From an optimization exercise on the open Yosys and OpenROAD flow, aimed at small area, a short achievable clock period and few clock cycles; shortcuts taken in it are not production practice. RTL that was checked went through simulation tests only; none was proved equivalent to the original. Power is estimated from default activity; no workload was simulated.

Design nr_vadd, start of the top module:
module nr_vadd (
    input  wire        clk,
    input  wire        rst,         
    input  wire        in_valid,
    input  wire [31:0] in_a,
    input  wire [31:0] in_b,
    output wire        in_ready,
    output reg         out_valid,
    output reg  [31:0] out_sum,
    input  wire        out_ready
);
    reg         v0, v1, v2, vk;
    reg         rdy;            
    reg         adv;            
    reg  [31:0] skid;
    assign in_ready = rdy;
    wire        ia_h  = |in_a[30:23];
    wire        ib_h  = |in_b[30:23];
    wire [7:0]  ia_ee = {in_a[30:24], in_a[23] | ~ia_h};
    wire [7:0]  ib_ee = {in_b[30:24], in_b[23] | ~ib_h};
    wire [3:0]  ia_eh = in_a[30:27], ib_eh = in_b[30:27];
    wire [3:0]  ia_el = in_a[26:23], ib_el = in_b[26:23];
    reg  [32:0] ra, rb;
    reg         bgt_h, beq_h, bgt_l;
    always @(posedge clk) if (adv) begin
        ra   <= {in_a[31], ia_ee, ia_h, in_a[22:0]};
        rb   <= {in_b[31], ib_ee, ib_h, in_b[22:0]};
        bgt_h <= ib_eh > ia_eh;
        beq_h <= ib_eh == ia_eh;
        bgt_l <= ib_el > ia_el;
    end
    wire [7:0]  a_ee = ra[31:24];
    wire [7:0]  b_ee = rb[31:24];
    wire        a_h  = ra[23];
    wire        b_h  = rb[23];
    wire        a_emax = &a_ee;
    wire        b_emax = &b_ee;
    wire        a_fz = ~|ra[22:0];
    wire        b_fz = ~|rb[22:0];
    wire        a_nan = a_emax & ~a_fz;
    wire        b_nan = b_emax & ~b_fz;
    wire        a_inf = a_emax & a_fz;
    wire        b_inf = b_emax & b_fz;
    wire        sub   = ra[32] ^ rb[32];
    wire        s_nan = a_nan | b_nan | (a_inf & b_inf & sub);
    wire        bige = bgt_h | (beq_h & bgt_l);    
    wire [23:0] a_m  = {a_h, ra[22:0]};
  ...
clock: 20.0 ns
lec_check: 0
cap_margin: 40
core_margin: 2
core_utilization: 60
cts_cluster_diameter: 120
cts_cluster_size: 24
place_density: 0.75
slew_margin: 40
standard.sh (not shown) runs the stock make flow with config.mk's settings and CLKGATE_MAP_FILE= SYNTH_SCRIPT=/design/flow/synth_recipe.tcl, a recipe that flattens the netlist after the stock synthesis.
==> flow/flow/run.sh <==
#!/bin/bash
set -euo pipefail
export BUFFER_PORTS_ARGS="-buffer_cell sky130_fd_sc_hd__buf_2"
bash standard.sh finish > flow_make.log 2>&1
Testbench counts at the start, summed over its fixed seeds: cycles 16,024.
Edit:
CAP_MARGIN = 60   (was 40)
SLEW_MARGIN = 60   (was 40)
After rerunning: Clock skew drops by 0.0072 ns; worst hold slack improved by 0.0037 ns; maximum frequency climbs by 4.4%; count of clock-buffer cells in the layout stays the same; die area does not change; total power climbs by 0.42%; wire length is about the same.

* * *

Another version of the RTL of nr_vadd (not shown whole).
For scale: roughly 250 flip-flops, ~17000 µm² of cells after synthesis.
==> flow/config.mk <==
export PLATFORM = sky130hd
export DESIGN_NAME = nr_vadd
export DESIGN_NICKNAME = nr_vadd
export VERILOG_FILES = /design/flow/design.v
export SDC_FILE = /design/flow/constraint.sdc
export NUM_CORES = 4
export LEC_CHECK = 0
export CAP_MARGIN = 20
export CORE_MARGIN = 2
export CORE_UTILIZATION = 40
export PLACE_DENSITY = 0.6
export SLEW_MARGIN = 20
==> flow/constraint.sdc <==
create_clock -name core_clock -period 20.0 [get_ports {clk}]
set_input_delay 4.0000 -clock core_clock [delete_from_list [all_inputs] [get_ports {clk}]]
set_output_delay 4.0000 -clock core_clock [all_outputs]
set_load 0.01 [all_outputs]
run.sh (not shown) runs the stock make flow with config.mk's settings and CLKGATE_MAP_FILE= SYNTH_SCRIPT=/design/flow/synth_recipe.tcl, a recipe that flattens the netlist after the stock synthesis.
Stock flow here: none of the scripts above is used.
Then changed:
==> flow/flow/run.sh (new file) <==
#!/bin/bash
set -euo pipefail
export BUFFER_PORTS_ARGS="-buffer_cell sky130_fd_sc_hd__buf_2"
bash standard.sh finish > flow_make.log 2>&1
==> flow/standard.sh (new file) <==
#!/bin/bash
# synth_recipe.tcl (not shown) runs the flow's synth.tcl, then flattens the netlist and writes it again
# the make line also repeats each setting of config.mk as NAME=value (left out here)
make -C /OpenROAD-flow-scripts/flow DESIGN_CONFIG=/design/flow/config.mk WORK_HOME=/design/flow/orfs CLKGATE_MAP_FILE= SYNTH_SCRIPT=/design/flow/synth_recipe.tcl "${@:-finish}"
- CAP_MARGIN: 20 -> 60
- SLEW_MARGIN: 20 -> 60
removed: flow/run.sh
Effect: The changed run finished with timing, DRC and antenna clean; critical path depth increases by 15; routed wire length decreases by 0.36%; first-iteration DRC count decreases by 1.6%; global-route usage decreases by 0.17 points.
Function was not checked in any run of this note: the RTL went through the layout flow alone.

-- re-timing with driven ports --
No port has a modelled driver above. Below, the same layouts with a new extraction and two added sets of constraints.
Step 1 (the two cells are an assumption about what drives the block):
set clk [get_ports {clk}]
set_driving_cell -lib_cell sky130_fd_sc_hd__clkbuf_16 $clk
set_driving_cell -lib_cell sky130_fd_sc_hd__buf_2 [delete_from_list [all_inputs] $clk]
Step 2, shift: input delay + t, output delay - t, t = (earliest + latest rising clock arrival at the registers) / 2. This alone moves slack from input paths to output paths.
Three values: ideal, step 1, step 2; two values: the first two.
run | t, ns | setup WS [ns] | worst slew at a driven data input, ns
the first run of note 1 | 0.532 | 14.732 / 14.732 / 14.732 | 0.04
the second run of note 1 | 0.536 | 14.953 / 14.901 / 14.738 | 0.04
the first run of note 2 | 0.617 | 14.498 / 14.442 / 14.261 | 0.05
the second run of note 2 | 0.617 | 14.771 / 14.771 / 14.626 | 0.04
After both steps setup and hold are still met in every run listed. For the first run of note 2, which loses most, drivers alone change the setup slack by -0.056 ns; drivers and shift together by -0.237 ns.
